From an optimization exercise on the open Yosys and OpenROAD flow, aimed at small area, a short achievable clock period and few clock cycles per item; shortcuts taken in it are not production practice. In this exercise RTL edits were held to simulation tests only and were not proved equivalent to the original.

==> flow/design.v <==
module plc_crc32_word (
    input  wire [31:0] x,
    output wire [31:0] y
);
    wire t32 = x[2] ^ x[7];
    wire t33 = x[0] ^ x[22];
    wire t34 = x[3] ^ x[5];
    wire t35 = x[4] ^ t33;
    wire t36 = x[1] ^ x[23];
    wire t37 = x[10] ^ x[26];
    wire t38 = x[11] ^ x[27];
    wire t39 = x[17] ^ x[24];
    wire t40 = x[6] ^ x[25];
    wire t41 = x[14] ^ x[30];
    wire t42 = x[12] ^ x[28];
    wire t43 = x[13] ^ x[29];
    wire t44 = x[19] ^ x[31];
    wire t45 = x[8] ^ x[20];
    wire t46 = x[9] ^ t40;
    wire t47 = x[18] ^ x[26];
    wire t48 = x[18] ^ x[25];
    wire t49 = x[6] ^ x[16];
    wire t50 = x[3] ^ x[21];
    wire t51 = x[8] ^ t34;
    wire t52 = x[9] ^ t32;
    wire t53 = x[15] ^ t41;
    wire t54 = t36 ^ t37;
    wire t55 = x[5] ^ x[12];
    wire t56 = t39 ^ t43;
    wire t57 = x[0] ^ t42;
    wire t58 = t32 ^ t45;
    wire t59 = x[4] ^ x[24];
    wire t60 = x[7] ^ t38;
    wire t61 = x[21] ^ t51;
    wire t62 = x[30] ^ t38;
    wire t63 = x[13] ^ t35;
    wire t64 = x[19] ^ x[22];
    wire t65 = t48 ^ t53;
    wire t66 = x[23] ^ t49;
    wire t67 = x[2] ^ x[29];
    wire t68 = x[30] ^ t47;
    wire t69 = x[16] ^ t43;
    wire t70 = x[27] ^ t44;
    wire t71 = x[15] ^ x[28];
    wire t72 = t39 ^ t61;
    wire t73 = x[31] ^ t33;
    wire t74 = x[1] ^ x[11];
    wire t75 = x[15] ^ x[17];
    wire t76 = t52 ^ t66;
    wire t77 = t40 ^ t44;
    wire t78 = t41 ^ t70;
    wire t79 = x[24] ^ t50;
    wire t80 = x[20] ^ t57;
    wire t81 = x[2] ^ t35;
    wire t82 = x[14] ^ t52;
    wire t83 = x[14] ^ x[23];
    wire t84 = t55 ^ t58;
    wire t85 = x[20] ^ t59;
    wire t86 = t46 ^ t54;
    wire t87 = x[7] ^ t65;
    wire t88 = t35 ^ t49;
    wire t89 = t50 ^ t56;
    wire t90 = x[31] ^ t79;
    wire t91 = t37 ^ t48;
    wire t92 = t46 ^ t57;
    wire t93 = x[13] ^ t60;
    wire t94 = x[16] ^ x[25];
    wire t95 = t39 ^ t67;
    wire t96 = t32 ^ t77;
    wire t97 = t69 ^ t80;
    wire t98 = x[10] ^ t51;
    wire t99 = t71 ^ t76;
    wire t100 = x[27] ^ t64;
    wire t101 = x[7] ^ x[29];
    wire t102 = x[3] ^ x[26];
    wire t103 = t36 ^ t102;
    wire t104 = t58 ^ t103;
    wire t105 = t88 ^ t104;
    wire t106 = x[4] ^ x[27];
    wire t107 = t36 ^ t106;
    wire t108 = t52 ^ t107;
    wire t109 = t108 ^ t72;
    wire t110 = x[18] ^ x[24];
    wire t111 = x[28] ^ t110;
    wire t112 = t46 ^ t111;
    wire t113 = t81 ^ t98;
    wire t114 = t112 ^ t113;
    wire t115 = x[4] ^ x[11];
    wire t116 = x[19] ^ t34;
    wire t117 = t101 ^ t115;
    wire t118 = t116 ^ t117;
    wire t119 = t86 ^ t118;
    wire t120 = x[6] ^ t37;
    wire t121 = t59 ^ t62;
    wire t122 = t120 ^ t84;
    wire t123 = t121 ^ t122;
    wire t124 = x[31] ^ t61;
    wire t125 = t92 ^ t93;
    wire t126 = t124 ^ t125;
    wire t127 = x[2] ^ x[3];
    wire t128 = x[9] ^ x[10];
    wire t129 = t83 ^ t127;
    wire t130 = t128 ^ t129;
    wire t131 = t130 ^ t97;
    wire t132 = x[4] ^ x[10];
    wire t133 = t74 ^ t132;
    wire t134 = t53 ^ t133;
    wire t135 = t89 ^ t134;
    wire t136 = x[11] ^ x[16];
    wire t137 = x[31] ^ t55;
    wire t138 = t136 ^ t137;
    wire t139 = t65 ^ t81;
    wire t140 = t138 ^ t139;
    wire t141 = t44 ^ t75;
    wire t142 = t141 ^ t63;
    wire t143 = t84 ^ t142;
    wire t144 = x[5] ^ x[21];
    wire t145 = t47 ^ t144;
    wire t146 = t145 ^ t63;
    wire t147 = t82 ^ t146;
    wire t148 = x[6] ^ x[14];
    wire t149 = x[15] ^ t36;
    wire t150 = t148 ^ t100;
    wire t151 = t149 ^ t98;
    wire t152 = t150 ^ t151;
    wire t153 = x[11] ^ t85;
    wire t154 = t153 ^ t99;
    wire t155 = x[0] ^ x[10];
    wire t156 = x[12] ^ t94;
    wire t157 = t101 ^ t155;
    wire t158 = t156 ^ t157;
    wire t159 = t158 ^ t72;
    wire t160 = x[8] ^ x[17];
    wire t161 = t74 ^ t160;
    wire t162 = t46 ^ t68;
    wire t163 = t161 ^ t63;
    wire t164 = t162 ^ t163;
    wire t165 = x[18] ^ t55;
    wire t166 = t54 ^ t70;
    wire t167 = t165 ^ t82;
    wire t168 = t166 ^ t167;
    wire t169 = x[16] ^ t59;
    wire t170 = t64 ^ t71;
    wire t171 = t54 ^ t169;
    wire t172 = t170 ^ t93;
    wire t173 = t171 ^ t172;
    wire t174 = x[5] ^ t38;
    wire t175 = t42 ^ t45;
    wire t176 = t83 ^ t94;
    wire t177 = t95 ^ t174;
    wire t178 = t175 ^ t176;
    wire t179 = t177 ^ t178;
    wire t180 = x[15] ^ t68;
    wire t181 = t89 ^ t92;
    wire t182 = t180 ^ t181;
    wire t183 = x[1] ^ x[7];
    wire t184 = t183 ^ t35;
    wire t185 = t69 ^ t91;
    wire t186 = t78 ^ t184;
    wire t187 = t185 ^ t186;
    wire t188 = x[17] ^ x[28];
    wire t189 = t34 ^ t44;
    wire t190 = t188 ^ t53;
    wire t191 = t60 ^ t189;
    wire t192 = t88 ^ t190;
    wire t193 = t191 ^ t192;
    wire t194 = t34 ^ t42;
    wire t195 = t47 ^ t67;
    wire t196 = t75 ^ t73;
    wire t197 = t194 ^ t195;
    wire t198 = t196 ^ t197;
    wire t199 = t43 ^ t58;
    wire t200 = t68 ^ t100;
    wire t201 = t199 ^ t200;
    wire t202 = x[0] ^ x[9];
    wire t203 = x[23] ^ x[28];
    wire t204 = t45 ^ t50;
    wire t205 = t202 ^ t203;
    wire t206 = t204 ^ t205;
    wire t207 = t78 ^ t206;
    wire t208 = x[8] ^ x[29];
    wire t209 = t37 ^ t208;
    wire t210 = t209 ^ t90;
    wire t211 = t99 ^ t210;
    wire t212 = x[20] ^ t62;
    wire t213 = t95 ^ t86;
    wire t214 = t212 ^ t213;
    wire t215 = t32 ^ t42;
    wire t216 = t62 ^ t91;
    wire t217 = t215 ^ t90;
    wire t218 = t216 ^ t217;
    wire t219 = t36 ^ t38;
    wire t220 = t219 ^ t96;
    wire t221 = t97 ^ t220;
    wire t222 = x[21] ^ t41;
    wire t223 = t42 ^ t35;
    wire t224 = t56 ^ t66;
    wire t225 = t222 ^ t223;
    wire t226 = t224 ^ t225;
    wire t227 = x[5] ^ t36;
    wire t228 = t56 ^ t73;
    wire t229 = t227 ^ t228;
    wire t230 = t87 ^ t229;
    wire t231 = x[3] ^ x[22];
    wire t232 = t44 ^ t231;
    wire t233 = t85 ^ t232;
    wire t234 = t233 ^ t87;
    wire t235 = x[1] ^ x[15];
    wire t236 = x[21] ^ t33;
    wire t237 = t34 ^ t235;
    wire t238 = t236 ^ t237;
    wire t239 = t96 ^ t238;
    assign y[0] = t105;
    assign y[1] = t109;
    assign y[2] = t114;
    assign y[3] = t119;
    assign y[4] = t123;
    assign y[5] = t126;
    assign y[6] = t131;
    assign y[7] = t135;
    assign y[8] = t140;
    assign y[9] = t143;
    assign y[10] = t147;
    assign y[11] = t152;
    assign y[12] = t154;
    assign y[13] = t159;
    assign y[14] = t164;
    assign y[15] = t168;
    assign y[16] = t173;
    assign y[17] = t179;
    assign y[18] = t182;
    assign y[19] = t187;
    assign y[20] = t193;
    assign y[21] = t198;
    assign y[22] = t201;
    assign y[23] = t207;
    assign y[24] = t211;
    assign y[25] = t214;
    assign y[26] = t218;
    assign y[27] = t221;
    assign y[28] = t226;
    assign y[29] = t230;
    assign y[30] = t234;
    assign y[31] = t239;
endmodule
module plc_blk_tx (
    input  wire        clk,
    input  wire        rst,
    input  wire        cmd_valid,
    output wire        cmd_ready,
    input  wire [15:0] cmd_ssn,
    input  wire [8:0]  cmd_boff,
    input  wire        cmd_bflag,
    input  wire        cmd_long,
    input  wire        in_valid,
    output wire        in_ready,
    input  wire [31:0] in_data,
    output reg         out_valid,
    input  wire        out_ready,
    output reg  [31:0] out_data,
    output reg         out_last
);
    reg        p_cmd, p_body, p_tail;
    reg        e_cmd, e_body;
    reg [6:0]  cnt;         
    reg [31:0] x;           
    wire [31:0] mx;
    plc_crc32_word u_crc (.x(x), .y(mx));
    wire [31:0] hdr = {3'b000, 1'b0, cmd_bflag, 1'b0, 1'b1,
                       (cmd_bflag ? cmd_boff : 9'd0), cmd_ssn};
    wire r_free = !out_valid || out_ready;
    assign cmd_ready = e_cmd || (p_cmd && out_ready);
    assign in_ready  = e_body || (p_body && out_ready);
    wire cmd_fire = cmd_valid && cmd_ready;
    wire in_fire  = in_valid && in_ready;
    wire acc      = cmd_fire || in_fire;
    wire tail_go  = p_tail && r_free;
    wire last     = in_fire && (cnt == 7'd0);
    wire [31:0] acc_word = p_body ? in_data : hdr;
    wire p_cmd_n  = cmd_fire ? 1'b0 : (p_cmd || tail_go);
    wire p_body_n = cmd_fire ? 1'b1 : (p_body && !last);
    wire p_tail_n = last ? 1'b1 : (p_tail && !tail_go);
    wire out_valid_n = r_free ? (acc || p_tail) : out_valid;
    always @(posedge clk) begin
        if (rst) begin
            p_cmd     <= 1'b1;
            p_body    <= 1'b0;
            p_tail    <= 1'b0;
            e_cmd     <= 1'b1;
            e_body    <= 1'b0;
            cnt       <= 7'd0;
            out_valid <= 1'b0;
            out_last  <= 1'b0;
        end else begin
            p_cmd     <= p_cmd_n;
            p_body    <= p_body_n;
            p_tail    <= p_tail_n;
            e_cmd     <= p_cmd_n && !out_valid_n;
            e_body    <= p_body_n && !out_valid_n;
            out_valid <= out_valid_n;
            if (cmd_fire)
                cnt <= cmd_long ? 7'd127 : 7'd31;
            else if (in_fire)
                cnt <= cnt - 7'd1;
            if (r_free)
                out_last <= p_tail;
        end
    end
    always @(posedge clk) begin
        if (acc)
            x <= (p_body ? mx : 32'hFFFFFFFF) ^ acc_word;
        if (r_free)
            out_data <= p_tail ? ~mx : acc_word;
    end
endmodule
module plc_blk_rx (
    input  wire        clk,
    input  wire        rst,
    input  wire        in_valid,
    output wire        in_ready,
    input  wire [31:0] in_data,
    input  wire        in_long,
    output reg         res_valid,
    input  wire        res_ready,
    output reg         res_ok,
    output reg         res_fmterr,
    output reg  [31:0] res_hdr
);
    localparam [31:0] K = 32'hDEBB20E3;   
    reg        hdr_ph;      
    reg [7:0]  cnt;         
    reg [31:0] x;           
    reg        blong;
    reg        hraw;        
    reg        hcp;         
    reg        chk_d;       
    reg        in_rdy;
    wire [31:0] mx;
    plc_crc32_word u_crc (.x(x), .y(mx));
    assign in_ready = in_rdy;
    wire fire     = in_valid && in_rdy;
    wire hdr_fire = fire && hdr_ph;
    wire chk_fire = fire && !hdr_ph && (cnt == 8'd0);
    wire slot_free = !res_valid || res_ready;
    wire copy      = hcp && slot_free;
    wire hdr_ph_n    = hdr_fire ? 1'b0 : (chk_fire ? 1'b1 : hdr_ph);
    wire [7:0] cnt_n = hdr_fire ? (in_long ? 8'd128 : 8'd32) :
                       (fire ? cnt - 8'd1 : cnt);
    wire hcp_n       = hdr_fire || (hcp && !slot_free);
    wire res_valid_n = chk_d || (res_valid && !res_ready);
    wire [31:0] w = in_data ^ (hraw ? K : 32'd0);
    always @(posedge clk) begin
        if (fire)
            x <= (hdr_ph ? 32'd0 : mx) ^ w;
        if (copy)
            res_hdr <= x;
    end
    always @(posedge clk) begin
        if (rst) begin
            hdr_ph     <= 1'b1;
            cnt        <= 8'd0;
            blong      <= 1'b0;
            hraw       <= 1'b0;
            hcp        <= 1'b0;
            chk_d      <= 1'b0;
            in_rdy     <= 1'b1;
            res_valid  <= 1'b0;
            res_ok     <= 1'b0;
            res_fmterr <= 1'b0;
        end else begin
            hdr_ph    <= hdr_ph_n;
            cnt       <= cnt_n;
            hcp       <= hcp_n;
            chk_d     <= chk_fire;
            res_valid <= res_valid_n;
            if (fire)
                hraw <= hdr_ph;
            in_rdy    <= !(hcp_n && res_valid_n) &&
                         !((res_valid_n || chk_fire) && !hdr_ph_n && cnt_n == 8'd0);
            if (hdr_fire)
                blong <= in_long;
            if (chk_d) begin
                res_ok     <= &x;
                res_fmterr <= res_hdr[27] && !blong &&
                              (res_hdr[24] || res_hdr[23]);
            end
        end
    end
endmodule
module plc_blk_codec (
    input  wire        clk,
    input  wire        rst,
    input  wire        tx_cmd_valid,
    output wire        tx_cmd_ready,
    input  wire [15:0] tx_cmd_ssn,
    input  wire [8:0]  tx_cmd_boff,
    input  wire        tx_cmd_bflag,
    input  wire        tx_cmd_long,
    input  wire        tx_in_valid,
    output wire        tx_in_ready,
    input  wire [31:0] tx_in_data,
    output wire        tx_out_valid,
    input  wire        tx_out_ready,
    output wire [31:0] tx_out_data,
    output wire        tx_out_last,
    input  wire        rx_in_valid,
    output wire        rx_in_ready,
    input  wire [31:0] rx_in_data,
    input  wire        rx_in_long,
    output wire        rx_res_valid,
    input  wire        rx_res_ready,
    output wire        rx_res_ok,
    output wire        rx_res_fmterr,
    output wire [31:0] rx_res_hdr
);
    plc_blk_tx u_tx (
        .clk(clk), .rst(rst),
        .cmd_valid(tx_cmd_valid), .cmd_ready(tx_cmd_ready),
        .cmd_ssn(tx_cmd_ssn), .cmd_boff(tx_cmd_boff),
        .cmd_bflag(tx_cmd_bflag), .cmd_long(tx_cmd_long),
        .in_valid(tx_in_valid), .in_ready(tx_in_ready), .in_data(tx_in_data),
        .out_valid(tx_out_valid), .out_ready(tx_out_ready),
        .out_data(tx_out_data), .out_last(tx_out_last)
    );
    plc_blk_rx u_rx (
        .clk(clk), .rst(rst),
        .in_valid(rx_in_valid), .in_ready(rx_in_ready),
        .in_data(rx_in_data), .in_long(rx_in_long),
        .res_valid(rx_res_valid), .res_ready(rx_res_ready),
        .res_ok(rx_res_ok), .res_fmterr(rx_res_fmterr), .res_hdr(rx_res_hdr)
    );
endmodule
==> flow/flow/run.sh <==
#!/bin/bash
# Standard ORFS layout with a few extra ORFS settings passed to make.
set -euo pipefail
# keep three-input XOR cells out of the mapping: two-input XORs are smaller
# and faster for the CRC networks
echo 'export DONT_USE_CELLS = sky130_fd_sc_hd__xor3_1 sky130_fd_sc_hd__xor3_2 sky130_fd_sc_hd__xor3_4 sky130_fd_sc_hd__xnor3_1 sky130_fd_sc_hd__xnor3_2 sky130_fd_sc_hd__xnor3_4' >> config.mk
bash standard.sh BUFFER_PORTS_ARGS=-buffer_cell\ sky130_fd_sc_hd__buf_1 finish > standard.log 2>&1
==> flow/standard.sh <==
#!/bin/bash
# synth_recipe.tcl (not shown) runs the flow's synth.tcl, then flattens the netlist and writes it again
# the make line also repeats each setting of config.mk as NAME=value (left out here)
make -C /OpenROAD-flow-scripts/flow DESIGN_CONFIG=/design/flow/config.mk WORK_HOME=/design/flow/orfs CLKGATE_MAP_FILE= SYNTH_SCRIPT=/design/flow/synth_recipe.tcl "${@:-finish}"
==> flow/config.mk <==
export PLATFORM = sky130hd
export DESIGN_NAME = plc_blk_codec
export DESIGN_NICKNAME = plc_blk_codec
export VERILOG_FILES = /design/flow/design.v
export SDC_FILE = /design/flow/constraint.sdc
export NUM_CORES = 4
export LEC_CHECK = 0
export CAP_MARGIN = 20
export CORE_MARGIN = 2
export CORE_UTILIZATION = 40
export CTS_BUF_LIST = sky130_fd_sc_hd__clkbuf_4 sky130_fd_sc_hd__clkbuf_8
export CTS_CLUSTER_SIZE = 30
export PLACE_DENSITY = 0.6
export SETUP_SLACK_MARGIN = 2.65
export SLEW_MARGIN = 20
export DONT_USE_CELLS = sky130_fd_sc_hd__xor3_1 sky130_fd_sc_hd__xor3_2 sky130_fd_sc_hd__xor3_4 sky130_fd_sc_hd__xnor3_1 sky130_fd_sc_hd__xnor3_2 sky130_fd_sc_hd__xnor3_4
==> flow/constraint.sdc <==
create_clock -name core_clock -period 5.0 [get_ports {clk}]
set_input_delay 1.0000 -clock core_clock [delete_from_list [all_inputs] [get_ports {clk}]]
set_output_delay 1.0000 -clock core_clock [all_outputs]
set_load 0.01 [all_outputs]
==> summary.md, run 1 <==
| Metric | Value |
|---|---|
| Cell Area, Placed | `between 0.01 and 0.015 mm²` |
| Max-capacitance violation count | `0` |
| Sequential cell area fraction in the yosys report | `39.22%` |
| Final HPWL from detailed placement | `21.37 mm` |
| Cell at the slowest stage of the critical path | `a21o_1` |
| Status | `finished clean` |
| Fraction of registers with async set or reset after synthesis | `0%` |
| Final instance count without filler cells | `1624` |
| Clock tree skew after final layout | `0.01906 ns` |
| Final critical-path share of the clock period | `48.04%` |
| Count of placed standard cells including taps | `1511` |
| Biggest area contributors in the synthesized netlist | `edfxtp_1, xnor2_1, dfxtp_1, xor2_1, xnor2_2` |
| Design area | `roughly 0.014 mm²` |
| Wire length of the first global-routing pass | `45.36 mm` |
| Register-to-register path setup slack | `roughly 2.7 ns` |
| Post-route core utilization | `49.05%` |
| Cells after synthesis | `1040` |
| Post-synth EDFFs | `128` |
| Capturing instance or port of the critical path | `tx_cmd_ready` |
| Yosys top cell area share | `about 34%` |
| Crit Path Max Fanout | `3` |
| Final Routed Wirelength | `30.55 mm` |
| Crit path arrival time | `1.40 ns` |
| Final sum of negative setup slack | `0 ns` |
| Setup Crit Path Kind | `in -> out` |
| Hold violation count in the final report | `0` |
| Worst-case setup slack after placement | `1.870 ns` |
| Core area | `roughly 0.028 mm²` |
| Cell count of the worst reg-to-reg path | `7` |
| Mean instance size in the synthesized netlist | `10.94 µm²` |
| Startpoint types | `primary input` |
| Total of flip-flops plus latches after synthesis | `about 160` |
| Max-slew violation count | `0` |
| Hold-fix buffer count after cts | `0` |
| Clk Latency, worst-skew pair | `0.49 ns` |
| Number of nets at the end of the flow | `between 1000 and 1500` |
| Floorplan row count | `61` |
| Cell accounting for the most synthesized area | `edfxtp_1` |
| Average vias per placed instance | `4.877` |
| Syn Nets | `between 1000 and 1500` |
| DRC errors left | `0` |
| Critical path endpoint category | `output port` |
| Die Width | `172.7 µm` |
| Most frequent cells after synthesis | `xnor2_1, edfxtp_1, xor2_1` |
| Min Tclk post-route | `2.402 ns` |
| Routed wire per std cell | `18.81 µm` |
| Share of cells above drive strength 1 | `17.43%` |
| Number of I/O pins | `171` |
| CTS root buf | `clkbuf_8` |
| Pin count of the biggest net entering global routing | `83` |
| RR Endpoint | `u_tx.x[24]$_DFFE_PP_` |
| Worst-case headroom to the max-slew limit | `about a third` |
| Initial antenna violation count | `1` |
| Die Outline Area | `0.02982 mm²` |
| Area added between synthesis and finish | `20.39%` |
| Most used DFF post-synth | `edfxtp_1` |
| Number of buffers created by CTS | `17` |
| Count of port buffers added during placement | `170` |
| Crit path setup slack, layout | `about 2.6 ns` |
| Required time of the critical path | `4.00 ns` |
| CTS tree | `yes` |
| H-tree levels | `4` |
| Start point of the critical path | `tx_out_ready` |
| Achievable clock frequency | `416.3 MHz` |
| Yosys Warn Count | `2` |
| Max Root-Sink Buffers | `2` |
| Initial Util | `40.75%` |
| Number of global-route vias before repair | `7599` |
| Clock Pin Slew Worst Setup and Hold Paths | `0.09 ns` |
| Max stage delay on crit path | `0.17 ns` |
| Number of nets with antenna violations after routing | `0` |
| Min-delay worst type | `reg -> reg` |
| Total via count after detailed routing | `7920` |
| Routability Congestion | `approximately 0.9` |
| Worst-margin pin slew | `0.9915 ns` |
| Unrepaired setup endpoints after global routing | `yes` |
| All-layer global routing usage | `just over 20%` |
| Clock Sink Count | `roughly 160` |
| Critical Path, Cell by Cell | `buf_8 > a21o_1 > buf_1` |
| Remaining Overflow, GRT | `0` |
| Area of the mapped netlist | `0.01138 mm²` |
| DIE HEIGHT | `172.7 µm` |
| DRT Pass-1 Iters | `5` |
| R2R Path Start | `u_tx.x[15]$_DFFE_PP_` |
| Final-report setup violation count | `0` |
| Most instantiated library cell after synthesis | `xnor2_1` |
| Yosys cell types | `43` |
| Initial detailed-routing violation count | `656` |
per-stage QoR:
step,hold slack (ns)
global placement,0.4489
detailed placement,0.4729
global route,0.5196
finish,0.4879
floorplan,0.4206
CTS,0.4861
per-layer routing:
metal / vias up / track usage [%] / wire (µm)
li1: 3793 / - / -
met1: 3821 / 26.10 / 13030
met2: 255 / 33.79 / 15120
met3: 51 / 3.672 / 1706
met4: 0 / 6.956 / 695
met5: - / 0 / 0
cells by family after synthesis:
group | after synthesis | share of synthesized area (%)
AND/OR/NAND/NOR | 148 | 6.024
buffers and inverters | 92 | 4.100
XOR/XNOR | 521 | 43.78
flip-flops | 159 | 39.22
adder cells (fa/ha/maj) | 4 | 0.4397
multiplexers | 7 | 0.6156
AO/OA/AOI/OAI | 109 | 5.815
sequential cells by signal (all words and copies together), names as in the netlist, 7 cells and up:
register	flops
u_rx.x	32
u_tx.out_data	32
u_rx.res_hdr	32
u_tx.cnt	7
u_tx.x	32
u_rx.cnt	8
layout make-up:
cell class,instances,area (µm²)
Fill cell,2559,14230
Multi-Input combinational cell,789,6960
Sequential cell,159,4467
Timing Repair Buffer,254,1331
Tap cell,378,473.0
Clock buffer,18,241.5
Clock inverter,14,173.9
Inverter,9,41.29
Timing Repair inverter,2,12.51
Antenna cell,1,2.502
worst max-delay path: cells and delay by family:
kind | cells | cell delay (ns)
buffers and inverters | 2 | 0.23
AOI/OAI and AO/OA | 1 | 0.17
what timing repair did:
action                     CTS  global route
pin swaps                    4             6
setup endpoints to repair   33            56
setup buffers               19            59
cloned                       2             0
gates resized for setup     23            37
placed cells by master (no fill, tap or decap), drive strengths merged, types with 3 or more instances in the layout:
cell and count:
a211oi 13, a21oi 55, a221oi 7, a22oi 12, and2 3, buf 254, clkbuf 18, clkinv 4
clkinvlp 5, dfxtp 31, edfxtp 128, ha 4, inv 14, mux2i 7, nand2 44, nand4 9
nor2 49, nor2b 17, nor3 11, nor4 5, o21ai 14, xnor2 455, xor2 66
worst min path at each step:
| stage | slack [ns] | end | cells past startpoint | from |
|---|---|---|---|---|
| after detailed placement | 0.47 | u_rx.blong$_SDFFE_PP0P_ | 2 | u_rx.blong$_SDFFE_PP0P_ |
| after floorplan | 0.42 | u_rx.res_hdr[10]$_DFFE_PP_ | 0 | u_rx.x[10]$_DFFE_PP_ |
| after global routing | 0.52 | u_tx.out_last$_SDFFE_PP0N_ | 2 | u_tx.out_last$_SDFFE_PP0N_ |
| after global placement | 0.45 | u_rx.blong$_SDFFE_PP0P_ | 2 | u_rx.blong$_SDFFE_PP0P_ |
| final | 0.49 | u_rx.blong$_SDFFE_PP0P_ | 2 | u_rx.blong$_SDFFE_PP0P_ |
| after CTS | 0.49 | u_rx.blong$_SDFFE_PP0P_ | 2 | u_rx.blong$_SDFFE_PP0P_ |
Testbench counts, summed over its fixed seeds: cycles 5,594, items 96.
==> run 2, diff against run 1 <==
--- a/flow/config.mk
+++ b/flow/config.mk
@@ -11,6 +11,6 @@
 export CTS_BUF_LIST = sky130_fd_sc_hd__clkbuf_4 sky130_fd_sc_hd__clkbuf_8
 export CTS_CLUSTER_SIZE = 30
 export PLACE_DENSITY = 0.6
-export SETUP_SLACK_MARGIN = 2.65
+export SETUP_SLACK_MARGIN = 2.35
 export SLEW_MARGIN = 20
 export DONT_USE_CELLS = sky130_fd_sc_hd__xor3_1 sky130_fd_sc_hd__xor3_2 sky130_fd_sc_hd__xor3_4 sky130_fd_sc_hd__xnor3_1 sky130_fd_sc_hd__xnor3_2 sky130_fd_sc_hd__xnor3_4
==> summary.md, run 2 <==
| Metric | Value |
|---|---|
| Floorplan row count | `61` |
| Routed wire per std cell | `18.78 µm` |
| Achievable clock frequency | `405.9 MHz` |
| # Post-CTS Setup Buffers | `0` |
| Fraction of synthesized area in multiplexers | `0.6156%` |
| Clock Sink Count | `159` |
| Max stage delay on crit path | `roughly 0.64 ns` |
| Remaining Overflow, GRT | `0` |
| CTS tree | `yes` |
| R2R Path Start | `u_tx.x[2]$_DFFE_PP_` |
| Crit path setup slack, layout | `2.537 ns` |
| Max-slew violation count | `0` |
| Sequential cell area fraction in the yosys report | `between 30% and 40%` |
| Worst-case headroom to the max-slew limit | `30.78%` |
| Number of nets at the end of the flow | `1257` |
| Design area | `0.01252 mm²` |
| Parity-gate share of the synthesized area counting xor and xnor cells | `43.78%` |
| Clock tree skew after final layout | `roughly 0.021 ns` |
| Most frequent cells after synthesis | `xnor2_1, edfxtp_1, xor2_1` |
| Clk Latency, worst-skew pair | `0.46 ns` |
| Critical path endpoint category | `output port` |
| Syn Nets | `approximately 1100` |
| Number of antenna cells inserted | `0` |
| Status | `finished clean` |
| Yosys cell types | `between 40 and 50` |
| Min Tclk post-route | `2.463 ns` |
| Start point of the critical path | `u_tx.p_body$_SDFF_PP0_` |
| Most used DFF post-synth | `edfxtp_1` |
| Most common cell after layout, fill and taps aside | `xnor2_1` |
| All-layer global routing usage | `19.73%` |
| Hold violation count in the final report | `0` |
| Routability Congestion | `0.9157` |
| Cell Area, Placed | `0.01213 mm²` |
| Crit Path Max Fanout | `44` |
| Max Root-Sink Buffers | `2` |
| Cells after synthesis | `1040` |
| Cell accounting for the most synthesized area | `edfxtp_1` |
| Setup Crit Path Kind | `reg -> out` |
| DIE HEIGHT | `172.7 µm` |
| Min-delay worst type | `reg -> reg` |
| DRC errors left | `0` |
| DRT Pass-1 Iters | `7` |
| Hold-fix buffer count after cts | `0` |
| Average vias per placed instance | `4.801` |
| Compound-gate portion of the synthesized area | `5.815%` |
| H-tree levels | `4` |
| Area added between synthesis and finish | `10.00%` |
| Count of instances resized after the clock tree is built | `1` |
| Number of global-route vias before repair | `7722` |
| CTS root buf | `clkbuf_8` |
| Crit path arrival time | `between 1 and 1.5 ns` |
| Startpoint types | `register` |
| Largest family of logic cells by synthesized area | `XOR/XNOR gates` |
| Count of port buffers added during placement | `170` |
| Initial antenna violation count | `0` |
| Share of cells above drive strength 1 | `under 10%` |
| Number of nets with antenna violations after routing | `0` |
| Most instantiated library cell after synthesis | `xnor2_1` |
| Mean instance size in the synthesized netlist | `approximately 11 µm²` |
| Final Routed Wirelength | `around 29 mm` |
| Total of flip-flops plus latches after synthesis | `around 160` |
| Final HPWL from detailed placement | `between 20 and 25 mm` |
| Yosys top cell area share | `33.77%` |
| Fill count | `2733` |
| Initial Util | `around two fifths` |
| Biggest area contributors in the synthesized netlist | `edfxtp_1, xnor2_1, dfxtp_1, xor2_1, xnor2_2` |
| Initial detailed-routing violation count | `570` |
| Clock Pin Slew Worst Setup and Hold Paths | `approximately 0.090 ns` |
| Final sum of negative setup slack | `0 ns` |
| Pin count of the biggest net entering global routing | `62` |
| Cell at the slowest stage of the critical path | `dfxtp_4` |
| Worst-margin pin slew | `1.038 ns` |
| Number of I/O pins | `171` |
| Yosys Warn Count | `2` |
| Area of the mapped netlist | `0.01138 mm²` |
| Fraction of registers with async set or reset after synthesis | `0%` |
| Core area | `0.02793 mm²` |
| Unrepaired setup endpoints after global routing | `no` |
| Final-report setup violation count | `0` |
| Synthesized-area fraction occupied by adder cells | `0.4397%` |
| Die Outline Area | `0.02982 mm²` |
| Simple logic cell fraction of the synthesized area | `6.024%` |
| Wire length of the first global-routing pass | `44.97 mm` |
| Number of buffers created by CTS | `17` |
| Required time of the critical path | `4.00 ns` |
| Max-capacitance violation count | `0` |
| Worst-case setup slack after placement | `between 2 and 2.5 ns` |
| Post-synth EDFFs | `128` |
| Top library cells by usage in the layout, fill and taps aside | `xnor2_1, buf_1, edfxtp_1` |
| Startpoint of the most critical hold path | `u_rx.blong$_SDFFE_PP0P_` |
| Die Width | `about 170 µm` |
| Total via count after detailed routing | `7417` |
| Final critical-path share of the clock period | `49.27%` |
| Critical Path, Cell by Cell | `a21o_1 > buf_1` |
## run 2: cell counts after synthesis
No cell type changed its count.
## run 2: layout make-up
type	count	area, µm²	share of cell area, %
multi-input cells	789	6461	51.60
flip-flops and latches	159	4469	35.69
repair buffers	178	698.2	5.576
well taps	378	473.0	3.777
clock buffers	19	249.0	1.989
clock inverters	13	136.4	1.089
inverters	9	33.78	0.2698
## run 2: final timing paths
check                                 end  slack [ns]  cells after the start
setup reg to reg     u_tx.x[24]$_DFFE_PP_        2.56                      7
hold reg to reg   u_rx.blong$_SDFFE_PP0P_        0.47                      2
hold / removal    u_rx.blong$_SDFFE_PP0P_        0.47                      2
setup / recovery              tx_in_ready        2.54                      2
## run 2: logic make-up after synthesis
logic type	count (synthesis)
mux	7
fa+ha+maj	4
compound gates	109
xor+xnor	521
simple gates	148
buf+inv	92
flops	159
## run 2: critical path, delay by kind of cell (launching register included)
family	cells	cell delay (ns)
compound gates	1	0.21
buf+inv	1	0.16
flops	1	0.64
## run 2: metrics by stage
stage          hold WS (ns)  cells  util, %
3_5_place_dp         0.4531   1513    43.43
3_3_place_gp         0.4472   1513    43.43
2_1_floorplan        0.4206   1040        -
5_1_grt              0.4921   1545    44.82
4_1_cts              0.4650   1545    44.82
6_report             0.4660   1545    44.82
## run 2: routing by layer
| layer | part of all wire (%) | GRT usage (%) | wire [µm] | vias up |
|---|---|---|---|---|
| met5 | 0 | 0 | 0 | - |
| met4 | 2.2 | 6.215 | 641 | 0 |
| met3 | 3.2 | 3.100 | 939 | 40 |
| met2 | 52 | 35.73 | 15100 | 190 |
| met1 | 43 | 24.02 | 12340 | 3548 |
| li1 | - | - | - | 3639 |
==> run 3, diff against run 2 <==
--- a/flow/config.mk
+++ b/flow/config.mk
@@ -7,10 +7,10 @@
 export LEC_CHECK = 0
 export CAP_MARGIN = 20
 export CORE_MARGIN = 2
-export CORE_UTILIZATION = 40
+export CORE_UTILIZATION = 65
 export CTS_BUF_LIST = sky130_fd_sc_hd__clkbuf_4 sky130_fd_sc_hd__clkbuf_8
 export CTS_CLUSTER_SIZE = 30
-export PLACE_DENSITY = 0.6
-export SETUP_SLACK_MARGIN = 2.35
+export PLACE_DENSITY = 0.8
+export SETUP_SLACK_MARGIN = 2.5
 export SLEW_MARGIN = 20
 export DONT_USE_CELLS = sky130_fd_sc_hd__xor3_1 sky130_fd_sc_hd__xor3_2 sky130_fd_sc_hd__xor3_4 sky130_fd_sc_hd__xnor3_1 sky130_fd_sc_hd__xnor3_2 sky130_fd_sc_hd__xnor3_4
==> summary.md, run 3 <==
| Metric | Value |
|---|---|
| Status | `finished clean` |
| Wire length of the first global-routing pass | `42.09 mm` |
| Top library cells by usage in the layout, fill and taps aside | `xnor2_1, buf_1, edfxtp_1` |
| Worst-margin pin slew | `0.9985 ns` |
| Final HPWL from detailed placement | `just over 20 mm` |
| Yosys top cell area share | `roughly 34%` |
| R2R Path Start | `u_tx.x[2]$_DFFE_PP_` |
| Crit Path Max Fanout | `3` |
| Area added between synthesis and finish | `10.15%` |
| DRT Pass-1 Iters | `5` |
| Final Routed Wirelength | `27.66 mm` |
| Number of cells traversed by the worst hold path | `2` |
| Count of placed standard cells including taps | `1357` |
| Sequential cell area fraction in the yosys report | `39.22%` |
| Number of nets with antenna violations after routing | `0` |
| Number of antenna cells inserted | `0` |
| Number of I/O pins | `171` |
| Final instance count without filler cells | `1398` |
| Total via count after detailed routing | `7709` |
| Number of global-route vias before repair | `7786` |
| Share of cells above drive strength 1 | `under 10%` |
| Hold Path End | `u_tx.out_last$_SDFFE_PP0N_` |
| Crit path setup slack, layout | `2.534 ns` |
| Routed wire per std cell | `19.78 µm` |
| Max Root-Sink Buffers | `2` |
| Area of the mapped netlist | `around 0.011 mm²` |
| Register-to-register path setup slack | `2.56 ns` |
| DIE HEIGHT | `136.3 µm` |
| Routability Congestion | `0.9573` |
| Most used DFF post-synth | `edfxtp_1` |
| All-layer global routing usage | `30.39%` |
| Clock Pin Slew Worst Setup and Hold Paths | `approximately 0.1 ns` |
| Initial antenna violation count | `0` |
| Most instantiated library cell after synthesis | `xnor2_1` |
| Cell count of the worst reg-to-reg path | `7` |
| Max-slew violation count | `0` |
| Startpoint types | `primary input` |
| Fraction of registers with async set or reset after synthesis | `0%` |
| Initial detailed-routing violation count | `498` |
| Final critical-path share of the clock period | `roughly half` |
| Yosys cell types | `between 40 and 50` |
| Clock Sink Count | `159` |
| Unrepaired setup endpoints after global routing | `yes` |
| Worst-case headroom to the max-slew limit | `33.34%` |
| Yosys Warn Count | `2` |
| H-tree levels | `4` |
| Hold violation count in the final report | `0` |
| CTS root buf | `clkbuf_8` |
| CTS tree | `yes` |
| Post-route core utilization | `72.74%` |
| Number of nets at the end of the flow | `1263` |
| Hold-fix buffer count after cts | `0` |
| Max-capacitance violation count | `0` |
| Remaining Overflow, GRT | `0` |
| Clock tree skew after final layout | `~0.024 ns` |
| Worst-case setup slack after placement | `1.832 ns` |
| Most frequent cells after synthesis | `xnor2_1, edfxtp_1, xor2_1` |
| DRC errors left | `0` |
| Final-report setup violation count | `0` |
| RR Endpoint | `u_tx.x[24]$_DFFE_PP_` |
| Die Outline Area | `0.01859 mm²` |
| Critical path endpoint category | `output port` |
| Min-delay worst type | `reg -> reg` |
| Setup Crit Path Kind | `in -> out` |
| Cell accounting for the most synthesized area | `edfxtp_1` |
| Post-synth EDFFs | `128` |
| Clk Latency, worst-skew pair | `0.48 ns` |
| Syn Nets | `1143` |
| Cells after synthesis | `1040` |
| Most common cell after layout, fill and taps aside | `xnor2_1` |
| Fill count | `approximately 1300` |
| Core area | `0.01724 mm²` |
| Crit path arrival time | `1.47 ns` |
| Final sum of negative setup slack | `0 ns` |
| Die Width | `136.3 µm` |
| Mean instance size in the synthesized netlist | `10.94 µm²` |
| Average vias per placed instance | `5.514` |
| Min Tclk post-route | `2.466 ns` |
| Required time of the critical path | `4.00 ns` |
| Floorplan row count | `48` |
| Start point of the critical path | `tx_out_ready` |
| Startpoint of the most critical hold path | `u_tx.out_last$_SDFFE_PP0N_` |
| Achievable clock frequency | `approximately 410 MHz` |
| Number of buffers created by CTS | `17` |
| Pin count of the biggest net entering global routing | `between 60 and 70` |
| Biggest area contributors in the synthesized netlist | `edfxtp_1, xnor2_1, dfxtp_1, xor2_1, xnor2_2` |
| Count of port buffers added during placement | `170` |
| Initial Util | `66.04%` |
| Total of flip-flops plus latches after synthesis | `159` |
run 3: cell type report:
class / instances / area [µm²] / area share (%)
multi-input cells: 789 / 6536 / 52.14
repair inverters: 1 / 5.005 / 0.03992
clock inverters: 15 / 215.2 / 1.717
inverters: 9 / 37.54 / 0.2994
well taps: 225 / 281.5 / 2.246
clock buffers: 17 / 234.0 / 1.866
flip-flops and latches: 159 / 4472 / 35.67
repair buffers: 183 / 755.7 / 6.028
run 3: worst max-delay path by stage:
stage	to	slack [ns]
final	tx_in_ready	2.53
after global routing	u_rx.x[20]$_DFFE_PP_	2.44
after global placement	u_rx.in_rdy$_SDFF_PP1_	1.96
after detailed placement	u_rx.in_rdy$_SDFF_PP1_	1.83
after CTS	tx_in_ready	2.45
after floorplan	u_rx.in_rdy$_SDFF_PP1_	2.49
run 3: per-layer routing:
| metal | vias up | routed length [µm] | global-route usage (%) |
|---|---|---|---|
| met2 | 264 | 15000 | 55.78 |
| met1 | 3729 | 10460 | 34.63 |
| met5 | - | 0 | 0 |
| met4 | 0 | 951 | 13.02 |
| li1 | 3657 | - | - |
| met3 | 59 | 1250 | 5.183 |
run 3: worst max-delay path, stage by stage:
cell and delay, ns:
buf_1 0.13, a21o_1 0.19, clkbuf_2 0.15
run 3: kinds of logic after synthesis:
family	after synthesis	synth area share (%)
XOR/XNOR	521	43.78
buffers and inverters	92	4.100
multiplexers	7	0.6156
flip-flops	159	39.22
AO/OA/AOI/OAI	109	5.815
adder cells (fa/ha/maj)	4	0.4397
AND/OR/NAND/NOR	148	6.024
run 3: per-stage QoR:
step,hold WS [ns],area [µm²]
floorplan,0.4206,11400
global placement,0.4465,11930
detailed placement,0.4615,11930
CTS,0.4756,12380
global route,0.4832,12540
finish,0.4744,12540
run 3: timing repair:
action	in CTS	in global routing
resized for setup	1	10
buffers inserted	0	8
endpoints found under the setup margin	4	17
cloned	1	0
==> run 4, diff against run 3 <==
--- a/flow/design.v
+++ b/flow/design.v
@@ -334,11 +334,12 @@
     reg        hraw;        
     reg        hcp;         
     reg        chk_d;       
-    reg        in_rdy;
+    reg        in_rdy;      
+    reg        in_rdy_rr;   
     wire [31:0] mx;
     plc_crc32_word u_crc (.x(x), .y(mx));
-    assign in_ready = in_rdy;
-    wire fire     = in_valid && in_rdy;
+    assign in_ready = in_rdy || (in_rdy_rr && res_ready);
+    wire fire     = in_valid && in_ready;
     wire hdr_fire = fire && hdr_ph;
     wire chk_fire = fire && !hdr_ph && (cnt == 8'd0);
     wire slot_free = !res_valid || res_ready;
@@ -364,6 +365,7 @@
             hcp        <= 1'b0;
             chk_d      <= 1'b0;
             in_rdy     <= 1'b1;
+            in_rdy_rr  <= 1'b0;
             res_valid  <= 1'b0;
             res_ok     <= 1'b0;
             res_fmterr <= 1'b0;
@@ -377,6 +379,7 @@
                 hraw <= hdr_ph;
             in_rdy    <= !(hcp_n && res_valid_n) &&
                          !((res_valid_n || chk_fire) && !hdr_ph_n && cnt_n == 8'd0);
+            in_rdy_rr <= hcp_n && res_valid_n;
             if (hdr_fire)
                 blong <= in_long;
             if (chk_d) begin
--- a/flow/config.mk
+++ b/flow/config.mk
@@ -7,10 +7,10 @@
 export LEC_CHECK = 0
 export CAP_MARGIN = 20
 export CORE_MARGIN = 2
-export CORE_UTILIZATION = 65
+export CORE_UTILIZATION = 40
 export CTS_BUF_LIST = sky130_fd_sc_hd__clkbuf_4 sky130_fd_sc_hd__clkbuf_8
 export CTS_CLUSTER_SIZE = 30
-export PLACE_DENSITY = 0.8
+export PLACE_DENSITY = 0.6
 export SETUP_SLACK_MARGIN = 2.5
 export SLEW_MARGIN = 20
 export DONT_USE_CELLS = sky130_fd_sc_hd__xor3_1 sky130_fd_sc_hd__xor3_2 sky130_fd_sc_hd__xor3_4 sky130_fd_sc_hd__xnor3_1 sky130_fd_sc_hd__xnor3_2 sky130_fd_sc_hd__xnor3_4
==> summary.md, run 4 <==
| Metric | Value |
|---|---|
| Final-report setup violation count | `0` |
| Number of buffers created by CTS | `17` |
| Number of antenna cells inserted | `0` |
| CTS tree | `yes` |
| Yosys Warn Count | `2` |
| R2R Path Start | `u_rx.x[7]$_DFFE_PN_` |
| Area of the mapped netlist | `0.01094 mm²` |
| Syn Nets | `1135` |
| Final instance count without filler cells | `1545` |
| Share of cells above drive strength 1 | `11.05%` |
| Max-slew violation count | `0` |
| Hold Path End | `u_tx.out_last$_SDFFE_PP0N_` |
| Final HPWL from detailed placement | `20.99 mm` |
| Initial detailed-routing violation count | `662` |
| Number of nets with antenna violations after routing | `0` |
| Worst-margin pin slew | `between 0.9 and 1 ns` |
| Achievable clock frequency | `approximately 410 MHz` |
| Yosys top cell area share | `approximately a third` |
| Global routing usage on met1 | `28.32%` |
| Number of global-route vias before repair | `7485` |
| Setup Crit Path Kind | `in -> out` |
| Die Width | `169.4 µm` |
| Fraction of registers with async set or reset after synthesis | `0%` |
| Initial Util | `40.69%` |
| Most Crowded Layer GR | `met2` |
| Max-capacitance violation count | `0` |
| Design area | `0.01278 mm²` |
| Most frequent cells after synthesis | `xnor2_1, edfxtp_1, xor2_1` |
| Count of placed standard cells including taps | `1478` |
| Initial antenna violation count | `0` |
| M2 GR Usage | `32.65%` |
| Yosys cell types | `41` |
| DRC errors left | `0` |
| Hold-fix buffer count after cts | `0` |
| Most common cell after layout, fill and taps aside | `xnor2_1` |
| Worst-case headroom to the max-slew limit | `35.35%` |
| Final critical-path share of the clock period | `49.10%` |
| Cell Area, Placed | `0.01177 mm²` |
| Biggest area contributors in the synthesized netlist | `edfxtp_1, xnor2_1, dfxtp_1, xor2_1, a21oi_1` |
| Crit Path Max Fanout | `2` |
| Max Root-Sink Buffers | `2` |
| Status | `finished clean` |
| Crit path arrival time | `1.45 ns` |
| Post-synth EDFFs | `128` |
| Register-to-register path setup slack | `2.60 ns` |
| Final Routed Wirelength | `around 29 mm` |
| Fill count | `~2500` |
| Clock Sink Count | `160` |
| Pin count of the biggest net entering global routing | `between 50 and 60` |
| Routed wire per std cell | `roughly 19 µm` |
| Clk Latency, worst-skew pair | `approximately 0.48 ns` |
| Mean instance size in the synthesized netlist | `about 11 µm²` |
| Hold violation count in the final report | `0` |
| Total of flip-flops plus latches after synthesis | `between 150 and 200` |
| Startpoint types | `primary input` |
| Remaining Overflow, GRT | `0` |
| Wire length of the first global-routing pass | `43.75 mm` |
| Clock tree skew after final layout | `0.02492 ns` |
| RR Endpoint | `u_rx.x[15]$_DFFE_PN_` |
| Top library cells by usage in the layout, fill and taps aside | `xnor2_1, buf_1, edfxtp_1` |
| Critical path endpoint category | `output port` |
| CTS root buf | `clkbuf_8` |
| Cells after synthesis | `1032` |
| Count of port buffers added during placement | `170` |
| Area added between synthesis and finish | `16.85%` |
| Minimum hold slack | `~0.47 ns` |
| Core area | `0.02688 mm²` |
| Most instantiated library cell after synthesis | `xnor2_1` |
| Min-delay worst type | `reg -> reg` |
| Fraction of met3 tracks used by global routing | `2.938%` |
| H-tree levels | `4` |
| Cell accounting for the most synthesized area | `edfxtp_1` |
| All-layer global routing usage | `20.24%` |
| DIE HEIGHT | `between 150 and 200 µm` |
| Most used DFF post-synth | `edfxtp_1` |
| DRT Pass-1 Iters | `5` |
| Sequential cell area fraction in the yosys report | `41.00%` |
| Routability Congestion | `around 0.9` |
| Floorplan row count | `60` |
| Reg area | `roughly 0.0045 mm²` |
| Unrepaired setup endpoints after global routing | `yes` |
| Average vias per placed instance | `around 5` |
| Required time of the critical path | `4.00 ns` |
| Number of I/O pins | `between 150 and 200` |
| Final sum of negative setup slack | `0 ns` |
| Startpoint of the most critical hold path | `u_tx.out_last$_SDFFE_PP0N_` |
| Area of the multi-input gates | `between 0.006 and 0.007 mm²` |
| Die Outline Area | `0.02868 mm²` |
| Number of nets at the end of the flow | `1294` |
| Total via count after detailed routing | `7730` |
| Clock Pin Slew Worst Setup and Hold Paths | `approximately 0.1 ns` |
| Min Tclk post-route | `2.455 ns` |
| Number of cells traversed by the worst hold path | `2` |
| Cell count of the worst reg-to-reg path | `7` |
## run 4: cell types whose count changed after synthesis, moves of 4 or more
cell,previous run,this run
nand2_1,44,33
xor2_1,65,71
a21oi_1,55,67
buf_2,34,25
o21ai_0,13,18
buf_4,13,2
xnor2_2,35,13
mux2i_1,7,0
nor2_1,49,58
xnor2_4,8,2
nor2b_1,17,21
clkbuf_1,25,36
nand3_1,1,9
## run 4: logic make-up after synthesis
logic type | count (synthesis) | synth area share (%)
compound gates | 126 | 6.784
flops | 160 | 41.00
buf+inv | 81 | 3.226
fa+ha+maj | 4 | 0.4576
xor+xnor | 502 | 41.64
simple gates | 159 | 6.887
## run 4: worst max-delay path by stage
stage,start,slack (ns),endpoint,cells past startpoint
after floorplan,rx_res_ready,2.47,u_rx.in_rdy$_SDFF_PP1_,7
after global placement,rx_res_ready,1.94,u_rx.in_rdy$_SDFF_PP1_,8
after detailed placement,rx_res_ready,1.91,u_rx.in_rdy$_SDFF_PP1_,8
after CTS,u_tx.x[22]$_DFFE_PP_,2.46,u_tx.x[14]$_DFFE_PP_,7
after global routing,u_tx.x[4]$_DFFE_PP_,2.45,u_tx.x[4]$_DFFE_PP_,7
final,rx_res_ready,2.55,rx_in_ready,3
## run 4: metrics by stage
step | setup WS (ns) | util (%)
4_1_cts | 2.463 | 45.88
2_1_floorplan | 2.467 | -
3_3_place_gp | 1.943 | 43.78
6_report | 2.545 | 47.55
3_5_place_dp | 1.911 | 43.78
5_1_grt | 2.446 | 47.55
## run 4: final cells by class
type	count	area share [%]
multi-input combinational	791	50.59
sequential	160	35.14
timing repair inverter	1	0.05874
clock buffer	20	2.154
inverter	10	0.3231
timing repair buffer	210	7.441
tap	341	3.339
clock inverter	12	0.9595
## run 4: metal layers
metal,vias up,routed length (µm)
met5,-,0
met4,0,468
met3,42,1360
met2,241,13690
met1,3699,13470
li1,3748,-
## run 4: worst max-delay path: stages
cell and delay [ns]:
buf_1 0.09, a21o_4 0.21, buf_1 0.15
## run 4: what timing repair did
action | 4_1_cts | 5_1_grt
hold endpoints to repair | 0 | 0
pin swaps | 0 | 1
endpoints found under the setup margin | 32 | 54
gates cloned | 1 | 0
buffers inserted | 2 | 32
resized for setup | 19 | 24
Testbench counts of run 4, summed over its fixed seeds: cycles 5,579, items 96.
==> run 5, diff against run 4 <==
--- a/flow/config.mk
+++ b/flow/config.mk
@@ -11,6 +11,6 @@
 export CTS_BUF_LIST = sky130_fd_sc_hd__clkbuf_4 sky130_fd_sc_hd__clkbuf_8
 export CTS_CLUSTER_SIZE = 30
 export PLACE_DENSITY = 0.6
-export SETUP_SLACK_MARGIN = 2.5
+export SETUP_SLACK_MARGIN = 2.2
 export SLEW_MARGIN = 20
 export DONT_USE_CELLS = sky130_fd_sc_hd__xor3_1 sky130_fd_sc_hd__xor3_2 sky130_fd_sc_hd__xor3_4 sky130_fd_sc_hd__xnor3_1 sky130_fd_sc_hd__xnor3_2 sky130_fd_sc_hd__xnor3_4
==> summary.md, run 5 <==
| Metric | Value |
|---|---|
| Status | `finished clean` |
| CTS root buf | `clkbuf_8` |
| Min-delay worst type | `reg -> reg` |
| Fill count | `2577` |
| CTS tree | `yes` |
| Total of flip-flops plus latches after synthesis | `160` |
| Max stage delay on crit path | `0.58 ns` |
| Area of the mapped netlist | `0.01094 mm²` |
| Final sum of negative setup slack | `0 ns` |
| Number of nets with antenna violations after routing | `0` |
| Simple logic cell fraction of the synthesized area | `6.887%` |
| Cell family with most CP delay | `XOR/XNOR gates` |
| Cell Area, Placed | `~0.012 mm²` |
| Mean instance size in the synthesized netlist | `10.60 µm²` |
| Number of I/O pins | `171` |
| Max-capacitance violation count | `0` |
| DIE HEIGHT | `between 150 and 200 µm` |
| Cells after synthesis | `1032` |
| Achievable clock frequency | `374.9 MHz` |
| Cell at the slowest stage of the critical path | `edfxtp_1` |
| Crit Path Max Fanout | `4` |
| Routed wire per std cell | `18.70 µm` |
| Compound-gate portion of the synthesized area | `under 10%` |
| Minimum hold slack | `0.4729 ns` |
| Clock Sink Count | `160` |
| H-tree levels | `4` |
| Yosys cell types | `41` |
| Total via count after detailed routing | `7569` |
| Top library cells by usage in the layout, fill and taps aside | `xnor2_1, buf_1, edfxtp_1` |
| DRT Pass-1 Iters | `5` |
| Highest signal layer in the routed design | `met4` |
| Floorplan row count | `60` |
| Yosys top cell area share | `between 30% and 40%` |
| Fraction of synthesized area in multiplexers | `0%` |
| Critical Path, Cell by Cell | `xnor2_2 > xnor2_2 > xnor2_1 > xnor2_1 > xnor2_1 > xnor2_1 > a21oi_1` |
| Pin count of the biggest net entering global routing | `61` |
| CP most frequent cell | `xnor2_1` |
| Area of the multi-input gates | `0.006115 mm²` |
| Design area | `0.01216 mm²` |
| Sequential cell area fraction in the yosys report | `41.00%` |
| Cell accounting for the most synthesized area | `edfxtp_1` |
| Number of buffers and inverters on the critical path | `0` |
| Reg area | `0.004488 mm²` |
| Max Root-Sink Buffers | `2` |
| Hold-fix buffer count after cts | `0` |
| Final critical-path share of the clock period | `53.35%` |
| Number of global-route vias before repair | `7656` |
| Detailed route wirelength on metal3 | `1.433 mm` |
| Number of nets at the end of the flow | `1263` |
| All-layer global routing usage | `between 10% and 20%` |
| Setup Crit Path Kind | `reg -> reg` |
| DRC errors left | `0` |
| Share of cells above drive strength 1 | `5.712%` |
| Count of port buffers added during placement | `170` |
| Clock tree skew after final layout | `roughly 0.029 ns` |
| Wl on met1 | `12.76 mm` |
| Die Width | `169.4 µm` |
| Largest family of logic cells by synthesized area | `XOR/XNOR gates` |
| Synthesized-area fraction occupied by adder cells | `less than 1%` |
| Most instantiated library cell after synthesis | `xnor2_1` |
| Min Tclk post-route | `2.668 ns` |
| Hold violation count in the final report | `0` |
| Final-report setup violation count | `0` |
| Number of antenna cells inserted | `0` |
| Area added between synthesis and finish | `11.19%` |
| Number of buffers created by CTS | `17` |
| Most common cell after layout, fill and taps aside | `xnor2_1` |
| Biggest area contributors in the synthesized netlist | `edfxtp_1, xnor2_1, dfxtp_1, xor2_1, a21oi_1` |
| Syn Nets | `1135` |
| Final HPWL from detailed placement | `20.97 mm` |
| Parity-gate share of the synthesized area counting xor and xnor cells | `41.64%` |
| Fraction of registers with async set or reset after synthesis | `0%` |
| Clock Pin Slew Worst Setup and Hold Paths | `0.09 ns` |
| Remaining Overflow, GRT | `0` |
| Worst-case headroom to the max-slew limit | `27.70%` |
| Initial detailed-routing violation count | `around 570` |
| Critical path endpoint category | `register` |
| Unrepaired setup endpoints after global routing | `no` |
| Clk Latency, worst-skew pair | `0.48 ns` |
| Post-synth EDFFs | `between 100 and 150` |
| Yosys Warn Count | `2` |
| Required time of the critical path | `5.17 ns` |
| Initial antenna violation count | `0` |
| Most frequent cells after synthesis | `xnor2_1, edfxtp_1, xor2_1` |
| Max-slew violation count | `0` |
| Die Outline Area | `0.02868 mm²` |
| Final Routed Wirelength | `28.31 mm` |
| Worst-margin pin slew | `1.085 ns` |
| Most used DFF post-synth | `edfxtp_1` |
| Core area | `0.02688 mm²` |
| Startpoint types | `register` |
| Wire length of the first global-routing pass | `about 43 mm` |
| Crit path arrival time | `between 2 and 3 ns` |
| Routability Congestion | `approximately 0.9` |
| Initial Util | `roughly 41%` |
| Detailed-routed wire length on met2 | `about 13 mm` |
| Average vias per placed instance | `roughly 5.0` |
run 5: changes by cell type in the layout (fill, tap and decap cells not counted), moves of 2 or more:
| cell | previous run | this run |
|---|---|---|
| nand2_1 | 31 | 33 |
| xnor2_1 | 383 | 412 |
| buf_4 | 39 | 9 |
| xnor2_4 | 9 | 2 |
| clkbuf_8 | 20 | 17 |
| nand2_4 | 2 | 0 |
| xnor2_2 | 36 | 14 |
| inv_6 | 2 | 6 |
| clkinv_4 | 4 | 1 |
| xor2_1 | 69 | 71 |
run 5: stage by stage:
stage               util, %  instances  setup slack, ns
floorplan                 -       1032            2.250
global placement      43.70       1478            1.375
detailed placement    43.70       1478            1.336
CTS                   45.13       1511            2.068
global route          45.25       1514            2.220
finish                45.25       1514            2.332
run 5: tightest hold or removal path, stage by stage (launching register included):
cell	delay, ns
dfxtp_1	0.32
nand2_1	0.05
a21oi_1	0.05
run 5: final cells by class:
class / count / area share [%]
multi-input cells: 791 / 50.28
clock buffers: 17 / 1.924
repair buffers: 179 / 5.803
clock inverters: 15 / 1.173
well taps: 341 / 3.509
repair inverters: 1 / 0.06173
inverters: 10 / 0.3395
flip-flops and latches: 160 / 36.91
run 5: worst paths after layout:
check,startpoint,to,slack [ns],depth (start not counted)
setup / recovery,u_tx.x[8]$_DFFE_PP_,u_tx.x[9]$_DFFE_PP_,2.33,7
hold / removal,u_rx.blong$_SDFFE_PP0N_,u_rx.blong$_SDFFE_PP0N_,0.47,2
setup reg to reg,u_tx.x[8]$_DFFE_PP_,u_tx.x[9]$_DFFE_PP_,2.33,7
hold reg to reg,u_rx.blong$_SDFFE_PP0N_,u_rx.blong$_SDFFE_PP0N_,0.47,2
run 5: logic make-up (layout without fill, tap and decap cells):
family,after synthesis,count (layout)
AND/OR/NAND/NOR,159,159
flip-flops,160,160
adder cells (fa/ha/maj),4,4
AO/OA/AOI/OAI,126,126
buffers and inverters,81,222
XOR/XNOR,502,502
run 5: routing by layer:
layer,global-route usage (%),vias up
li1,-,3670
met4,6.689,0
met1,26.78,3620
met5,0,-
met3,3.475,46
met2,32.81,233
run 5: repair_timing:
item	4_1_cts	5_1_grt
endpoints found under the setup margin	6	3
gates resized for setup	1	1
setup buffers	0	3
cloned	1	0
==> run 6, diff against run 5 <==
--- a/flow/config.mk
+++ b/flow/config.mk
@@ -7,10 +7,10 @@
 export LEC_CHECK = 0
 export CAP_MARGIN = 20
 export CORE_MARGIN = 2
-export CORE_UTILIZATION = 40
+export CORE_UTILIZATION = 50
 export CTS_BUF_LIST = sky130_fd_sc_hd__clkbuf_4 sky130_fd_sc_hd__clkbuf_8
-export CTS_CLUSTER_SIZE = 30
-export PLACE_DENSITY = 0.6
-export SETUP_SLACK_MARGIN = 2.2
+export CTS_CLUSTER_SIZE = 20
+export PLACE_DENSITY = 0.7
+export SETUP_SLACK_MARGIN = 2.45
 export SLEW_MARGIN = 20
 export DONT_USE_CELLS = sky130_fd_sc_hd__xor3_1 sky130_fd_sc_hd__xor3_2 sky130_fd_sc_hd__xor3_4 sky130_fd_sc_hd__xnor3_1 sky130_fd_sc_hd__xnor3_2 sky130_fd_sc_hd__xnor3_4
==> summary.md, run 6 <==
| Metric | Value |
|---|---|
| Status | `finished clean` |
| Core area | `0.02162 mm²` |
| Most instantiated library cell after synthesis | `xnor2_1` |
| Unrepaired setup endpoints after global routing | `yes` |
| Post-route core utilization | `57.86%` |
| Min Tclk post-route | `between 2 and 2.5 ns` |
| Number of nets with antenna violations after routing | `0` |
| Remaining Overflow, GRT | `0` |
| Startpoint of the most critical hold path | `u_tx.out_last$_SDFFE_PP0N_` |
| Fraction of registers with async set or reset after synthesis | `0%` |
| Crit path setup slack, layout | `about 2.6 ns` |
| Crit Path Max Fanout | `3` |
| Initial antenna violation count | `1` |
| Routed wire per std cell | `18.90 µm` |
| DIE HEIGHT | `151.9 µm` |
| Cells after synthesis | `a little over 1000` |
| Worst-margin pin slew | `0.8713 ns` |
| Mean instance size in the synthesized netlist | `roughly 11 µm²` |
| Yosys Warn Count | `2` |
| Routability Congestion | `between 0.9 and 1` |
| Die Outline Area | `0.02307 mm²` |
| Register-to-register path setup slack | `2.56 ns` |
| Total of flip-flops plus latches after synthesis | `160` |
| Crit path arrival time | `~1.5 ns` |
| Required time of the critical path | `4.00 ns` |
| Most frequent cells after synthesis | `xnor2_1, edfxtp_1, xor2_1` |
| Achievable clock frequency | `approximately 400 MHz` |
| All-layer global routing usage | `about a quarter` |
| Clock Sink Count | `160` |
| CTS root buf | `clkbuf_8` |
| Number of buffers and inverters on the critical path | `2` |
| Count of port buffers added during placement | `170` |
| Max-capacitance violation count | `0` |
| RR Endpoint | `u_tx.x[4]$_DFFE_PP_` |
| Most used DFF post-synth | `edfxtp_1` |
| Number of cells traversed by the worst hold path | `2` |
| Syn Nets | `around 1100` |
| CP most frequent cell | `buf_1` |
| Max-slew violation count | `0` |
| Yosys cell types | `41` |
| Hold Path End | `u_tx.out_last$_SDFFE_PP0N_` |
| Hold violation count in the final report | `0` |
| Final critical-path share of the clock period | `between 40% and 50%` |
| Number of I/O pins | `171` |
| Floorplan row count | `54` |
| Post-synth EDFFs | `128` |
| Final sum of negative setup slack | `0 ns` |
| Most common cell after layout, fill and taps aside | `xnor2_1` |
| R2R Path Start | `u_tx.x[27]$_DFFE_PP_` |
| Fill count | `1852` |
| Die Width | `roughly 150 µm` |
| Max Root-Sink Buffers | `2` |
| Clock Pin Slew Worst Setup and Hold Paths | `~0.10 ns` |
| DRT Pass-1 Iters | `5` |
| Clock tree skew after final layout | `0.01204 ns` |
| Yosys top cell area share | `35.14%` |
| Share of cells above drive strength 1 | `8.759%` |
| Startpoint types | `primary input` |
| Area of the mapped netlist | `0.01094 mm²` |
| Top library cells by usage in the layout, fill and taps aside | `xnor2_1, buf_1, edfxtp_1` |
| Area of the multi-input gates | `between 0.006 and 0.007 mm²` |
| Initial detailed-routing violation count | `570` |
| DRC errors left | `0` |
| Cell accounting for the most synthesized area | `edfxtp_1` |
| Worst-case headroom to the max-slew limit | `41.59%` |
| Cell family with most CP delay | `buffers and inverters` |
| Reg area | `0.004489 mm²` |
| Area added between synthesis and finish | `14.39%` |
| Biggest area contributors in the synthesized netlist | `edfxtp_1, xnor2_1, dfxtp_1, xor2_1, a21oi_1` |
| Setup Crit Path Kind | `in -> out` |
| Final-report setup violation count | `0` |
| Cell count of the worst reg-to-reg path | `7` |
| CTS tree | `yes` |
| Average vias per placed instance | `between 5 and 6` |
| Final Routed Wirelength | `27.54 mm` |
| H-tree levels | `4` |
| Critical Path, Cell by Cell | `buf_1 > a21o_1 > buf_1` |
| Final instance count without filler cells | `1457` |
| Total via count after detailed routing | `about 7700` |
| Wire length of the first global-routing pass | `42.12 mm` |
| Number of buffers created by CTS | `17` |
| Pin count of the biggest net entering global routing | `83` |
| Final HPWL from detailed placement | `around 20 mm` |
| Critical path endpoint category | `output port` |
| Initial Util | `between 50 and 60%` |
| Max stage delay on crit path | `0.16 ns` |
| Count of cell instances traversed by the critical path | `3` |
| Hold-fix buffer count after cts | `0` |
| Number of nets at the end of the flow | `1266` |
| Sequential cell area fraction in the yosys report | `41.00%` |
| Min-delay worst type | `reg -> reg` |
| Count of placed standard cells including taps | `1418` |
| Cell at the slowest stage of the critical path | `a21o_1` |
| Number of global-route vias before repair | `7244` |
| Clk Latency, worst-skew pair | `0.47 ns` |
| Worst-case setup slack after placement | `~1.9 ns` |
run 6: through the flow:
step | hold slack, ns | area [µm²]
4_1_cts | 0.4747 | 12240
5_1_grt | 0.4860 | 12510
3_5_place_dp | 0.4572 | 11690
2_1_floorplan | 0.4206 | 10970
6_report | 0.4737 | 12510
3_3_place_gp | 0.4473 | 11690
run 6: tightest hold or removal path, stage by stage, from the launching register on:
cell and delay, ns:
dfxtp_1 0.32, nand2_1 0.05, a21oi_1 0.06
run 6: per-layer routing:
metal	up-vias	track usage, %	wire, µm	share of wire, %
met2	268	35.31	12310	45
met4	0	4.717	322	1.2
met3	26	5.619	1894	6.9
met1	3673	35.14	13010	47
met5	-	0	0	0
li1	3684	-	-	-
run 6: how the worst max path moves through the flow:
stage                               from                endpoint  slack, ns
floorplan                   rx_res_ready  u_rx.in_rdy$_SDFF_PP1_       2.45
CTS                  u_tx.x[3]$_DFFE_PP_     u_tx.x[5]$_DFFE_PP_       2.45
global route        u_tx.x[19]$_DFFE_PP_    u_tx.x[19]$_DFFE_PP_       2.43
detailed placement          rx_res_ready  u_rx.in_rdy$_SDFF_PP1_       1.88
global placement            rx_res_ready  u_rx.in_rdy$_SDFF_PP1_       1.94
finish                      tx_out_ready             tx_in_ready       2.55
run 6: layout make-up:
cell class | instances | area share [%]
multi-input cells | 791 | 51.42
flip-flops and latches | 160 | 35.88
repair buffers | 182 | 5.921
well taps | 280 | 2.800
clock buffers | 17 | 1.870
clock inverters | 15 | 1.720
inverters | 10 | 0.3300
repair inverters | 1 | 0.04000
diodes | 1 | 0.02000
run 6: timing repair:
| item | CTS | global route |
|---|---|---|
| pin swaps | 0 | 0 |
| buffers inserted | 2 | 3 |
| gates cloned | 1 | 0 |
| resized for setup | 10 | 27 |
| setup endpoints to repair | 13 | 27 |
run 6: cell families after synthesis:
family / synth area share (%)
buffers and inverters: 3.226
AND/OR/NAND/NOR: 6.887
flip-flops: 41.00
AO/OA/AOI/OAI: 6.784
XOR/XNOR: 41.64
adder cells (fa/ha/maj): 0.4576

## separate check: timing with driven ports
The flow's constraints put no driver on any port. The routed layouts listed below were extracted and timed again, unchanged, in two steps. Step 1 assumes that a clkbuf_16 drives the clock port and a buf_2 every other input. Step 2 moves the port delays by t, midway between the first and last clock arrival at a register: inputs arrive t later, outputs are due t later. That takes back most of the time a late clock gives input paths. Slacks: ideal / step 1 / step 2; pairs: ideal / step 1.
| run | t, ns | setup WS [ns] | worst setup path at the end | worst slew at a driven data input, ns |
|---|---|---|---|---|
| run 1 | 0.526 | 2.598 / 2.557 / 2.283 | input to register | 0.07 |
| run 2 | 0.494 | 2.537 / 2.495 / 2.116 | input to register | 0.07 |
| run 3 | 0.512 | 2.534 / 2.512 / 2.193 | input to register | 0.07 |
| run 4 | 0.504 | 2.545 / 2.493 / 2.252 | input to register | 0.08 |
| run 5 | 0.506 | 2.332 / 2.332 / 2.034 | input to register | 0.08 |
| run 6 | 0.510 | 2.554 / 2.532 / 2.180 | input to register | 0.08 |
After both steps setup and hold are still met in every run listed. For run 2, which loses most, drivers alone change the setup slack by -0.042 ns; drivers and shift together by -0.421 ns.
